Background: an optimization exercise with open tools, aiming at small area, a short achievable clock period and few clock cycles. Do not read the settings as production practice. Where RTL was checked, it was by simulation tests only, not by an equivalence proof against the original. Power is estimated from default activity; no workload was simulated.

==> flow/design.v (excerpt) <==
module udps_binstat (
    input  wire        clk,
    input  wire        rst,
    input  wire        s_valid,
    output wire        s_ready,
    input  wire [15:0] s_data,
    input  wire        s_last,
    output wire        r_valid,
    input  wire        r_ready,
    output reg  [63:0] r_min,
    output reg  [63:0] r_max,
    output wire [63:0] r_mean
);
    parameter R = 2;                      
    localparam K = 2 * R;                 
    localparam N = (54 + K - 1) / K;      
    localparam L = N * K;                 
    reg        acc_has;                   
    reg        acc_full;                  
    reg [15:0] mn, mx;
    reg [31:0] sum;
    reg [16:0] cn;                        
    reg [4:0]  zc;                        
    reg        busy;
    reg        rv;
    reg        nar;                       
    reg [16:0] rem;                       
    reg [L-1:0] y;                        
    reg [15:1] dv;                        
    reg [7:0]  d3;                        
    reg [3:0]  it;                        
    reg [1:0]  ph;                        
    reg [K-2:0] qs;                       
  ...
Size in the first run: roughly 2500 cells after synthesis, ~250 flip-flops, roughly 220 I/O pins, ~0.019 sq mm of cells after synthesis.
==> flow/config.mk <==
export PLATFORM = sky130hd
export DESIGN_NAME = udps_binstat
export DESIGN_NICKNAME = udps_binstat
export VERILOG_FILES = /design/flow/design.v
export SDC_FILE = /design/flow/constraint.sdc
export NUM_CORES = 4
export LEC_CHECK = 0
export ABC_AREA = 1
export CAP_MARGIN = 20
export CORE_MARGIN = 2
export CORE_UTILIZATION = 40
export PLACE_DENSITY = 0.6
export SETUP_SLACK_MARGIN = 3.5
export SLEW_MARGIN = 20
==> flow/constraint.sdc <==
create_clock -name core_clock -period 8.0 [get_ports {clk}]
set_input_delay 1.6000 -clock core_clock [delete_from_list [all_inputs] [get_ports {clk}]]
set_output_delay 1.6000 -clock core_clock [all_outputs]
set_load 0.01 [all_outputs]
run.sh (not shown) runs the stock make flow with config.mk's settings and CLKGATE_MAP_FILE= SYNTH_SCRIPT=/design/flow/synth_recipe.tcl, a recipe that flattens the netlist after the stock synthesis.
Testbench counts at the start, summed over its fixed seeds: cycles 21,538.
Next try:
--- a/flow/design.v
+++ b/flow/design.v
@@ -13,54 +13,60 @@
 );
     parameter R = 2;                      
     localparam K = 2 * R;                 
     localparam N = (54 + K - 1) / K;      
     localparam L = N * K;                 
     reg        acc_has;                   
     reg        acc_full;                  
     reg [15:0] mn, mx;
     reg [31:0] sum;
-    reg [16:0] cn;                        
-    reg [4:0]  zc;                        
+    reg [16:0] cnt;
     reg        busy;
     reg        rv;
     reg        nar;                       
     reg [16:0] rem;                       
     reg [L-1:0] y;                        
     reg [15:1] dv;                        
     reg [7:0]  d3;                        
     reg [3:0]  it;                        
     reg [1:0]  ph;                        
     reg [K-2:0] qs;                       
     reg [6:0]  eb;                        
     wire div_free = ~busy & (~rv | r_ready);
     wire load     = acc_full & div_free;
     assign s_ready = ~acc_full | div_free;
     assign r_valid = rv;
     wire s_fire = s_valid & s_ready;
-    reg [16:0] lowmask;
-    integer m;
-    always @(*)
-        for (m = 0; m < 17; m = m + 1)
-            lowmask[m] = (m < zc);
-    wire [17:0] cn_inc = {1'b0, cn | lowmask} + 18'd1;
     wire first  = ~acc_has;
     function [36:0] norm32(input [31:0] v);
         reg [31:0] x;
         reg [4:0]  z;
         begin
             x = v;
             z[4] = (x[31:16] == 16'd0); if (z[4]) x = x << 16;
             z[3] = (x[31:24] ==  8'd0); if (z[3]) x = x << 8;
             z[2] = (x[31:28] ==  4'd0); if (z[2]) x = x << 4;
             z[1] = (x[31:30] ==  2'd0); if (z[1]) x = x << 2;
             z[0] = ~x[31];              if (z[0]) x = x << 1;
             norm32 = {z, x};
+        end
+    endfunction
+    function [21:0] norm17(input [16:0] v);
+        reg [16:0] x;
+        reg [4:0]  z;
+        begin
+            x = v;
+            z[4] = (x[16:1]  == 16'd0); if (z[4]) x = x << 16;
+            z[3] = (x[16:9]  ==  8'd0); if (z[3]) x = x << 8;
+            z[2] = (x[16:13] ==  4'd0); if (z[2]) x = x << 4;
+            z[1] = (x[16:15] ==  2'd0); if (z[1]) x = x << 2;
+            z[0] = ~x[16];              if (z[0]) x = x << 1;
+            norm17 = {z, x};
         end
     endfunction
     function [63:0] f64_of_u16(input [15:0] v);
         reg [15:0] x;
         reg [3:0]  z;
         begin
             x = v;
             z[3] = (x[15:8]  == 8'd0); if (z[3]) x = x << 8;
             z[2] = (x[15:12] == 4'd0); if (z[2]) x = x << 4;
@@ -88,21 +94,24 @@
                     pn[i] = pp[i] & pp[i-d];
                 end
                 gg = gn; pp = pn;
             end
             c = {gg, 1'b1};
             sub16 = {c[16], p ^ c[15:0]};
         end
     endfunction
     wire [36:0] ns   = norm32(sum);
+    wire [21:0] nc   = norm17(cnt);
     wire [4:0]  zs   = ns[36:32];                       
+    wire [4:0]  zc   = nc[21:17];                       
     wire [31:0] sn   = ns[31:0];
-    wire        zero = (sum == 32'd0);
+    wire [16:0] cn   = nc[16:0];
+    wire        zero = ~sn[31];
     wire        fast = zero | (cn[15:0] == 16'd0);      
     wire        narw = (cn[10:1] == 10'd0);
     wire        yb  = y[L - 1 - ph];
     wire [16:0] tw  = sub16(rem[15:0], {1'b1, dv});
     wire        gw  = rem[16] | tw[16];
     wire [16:0] r_w = gw ? {tw[15:0], yb} : {rem[15:0], yb};
     wire        gend = nar | (ph == K - 1);
     wire [L-1:0] y_w = {y[L-K-1:0], qs, gw};
     function ge8(input [7:0] a, input [7:0] b);
@@ -145,20 +154,21 @@
     end
     wire [L-1:0] y_s  = nar ? y_n : y_w;
     wire         q1   = y_s[K-1];
     wire [16:0]  rc   = q1 ? {1'b1, dv, 1'b0} : {2'b01, dv};
     wire         inj  = gend & (it == N - 1);
     wire [L+16:0] rcs = {{L{1'b0}}, rc} << (L - 54 + K);
     wire [L-1:0] y_d  = inj ? (y_s | rcs[L-1:0]) : y_s;
     wire         qh   = y[L-1];
     wire [51:0]  frac = qh ? y[L-2:L-53] : y[L-3:L-54];
+    wire [6:0]   ex   = eb + {6'd0, qh};
     wire         zr   = ~(y[L-1] | y[L-2]);           
-    wire [10:0]  bexp = zr ? 11'd0 : 11'd1023 + {{4{eb[6]}}, eb};
+    wire [10:0]  bexp = zr ? 11'd0 : 11'd1023 + {{4{ex[6]}}, ex};
     assign r_mean = {1'b0, bexp, frac};
     always @(posedge clk) begin
         if (rst) begin
             acc_has  <= 1'b0;
             acc_full <= 1'b0;
             busy     <= 1'b0;
             rv       <= 1'b0;
         end else begin
             if (s_fire) begin
@@ -179,29 +189,25 @@
                 rv <= 1'b0;
             end
         end
     end
     always @(posedge clk) begin
         if (s_fire) begin
             if (first || s_data < mn) mn <= s_data;
             if (first || s_data > mx) mx <= s_data;
             sum <= (first ? 32'd0 : sum) + {16'd0, s_data};
-            if (first || cn_inc[17]) cn <= 17'h10000;
-            else                     cn <= cn_inc[16:0];
-            if (first)               zc <= 5'd16;
-            else if (cn_inc[17])     zc <= zc - 5'd1;
+            cnt <= first ? 17'd1 : cnt + 17'd1;
         end
         if (busy) begin
             rem <= nar ? r_n : r_w;
             qs  <= {qs, gw};
             if (gend) begin
                 y  <= y_d;
-                if (inj) eb <= eb + {6'd0, q1};
                 it <= it - 4'd1;
                 ph <= 2'd0;
             end else begin
                 ph <= ph + 2'd1;
             end
         end else if (load) begin
             it  <= N - 1;
             ph  <= 2'd0;
             if (fast) begin
@@ -209,16 +215,16 @@
                 y   <= {sn, {(L-32){1'b0}}};
             end else begin
                 rem <= {1'b0, sn[31:16]};
                 y   <= {sn[15:0], {(L-16){1'b0}}};
             end
         end
         if (load) begin
             r_min <= f64_of_u16(mn);
             r_max <= f64_of_u16(mx);
-            eb    <= (fast ? 7'd15 : 7'd14) - {2'b00, zs} + {2'b00, zc};
+            eb    <= 7'd14 - {2'b00, zs} + {2'b00, zc};
             nar   <= narw;
             dv    <= cn[15:1];
             d3    <= {2'b00, cn[16:11]} + {1'b0, cn[16:11], 1'b0};
         end
     end
 endmodule
After rerunning:
- combinational power went up by about 20%
- hold slack barely changes
- non-clock buffer count went down by 19
- cell area went up by about 0.32%
- power went up by about 5.3%
- setup slack got worse by 0.036 ns
- wire length went up by 0.46%
- via count hardly moves
- utilization went down by 0.14 points
- first-iteration DRC count went down by 14%
- global-route usage went down by 0.15 points
- sequential power stays flat
Function not checked in the second run of this note: the RTL went through the layout flow alone.

what the ideal ports hide:
Ports are ideal in the flow. The routed layouts listed here were re-timed in OpenROAD.
Step 1, drivers: a clkbuf_16 drives clk and a buf_2 each remaining input, both assumed.
Step 2 adds t to the input delays and takes it off the output delays; t is the mean of the earliest and latest rising clock arrival at the registers after step 1. Input paths then give back, and output paths get back, about the clock's delay inside the block.
Slacks: ideal / step 1 / step 2; pairs: ideal / step 1.
run | t, ns | setup WS [ns] | worst setup path after step 2
the first run | 0.613 | 3.557 / 3.531 / 3.142 | input to register
the second run | 0.629 | 3.521 / 3.464 / 3.180 | input to register
After both steps setup and hold are still met in every run listed. The setup slack of the first run, which loses most, moves by -0.026 ns with the drivers and by -0.415 ns with both steps.
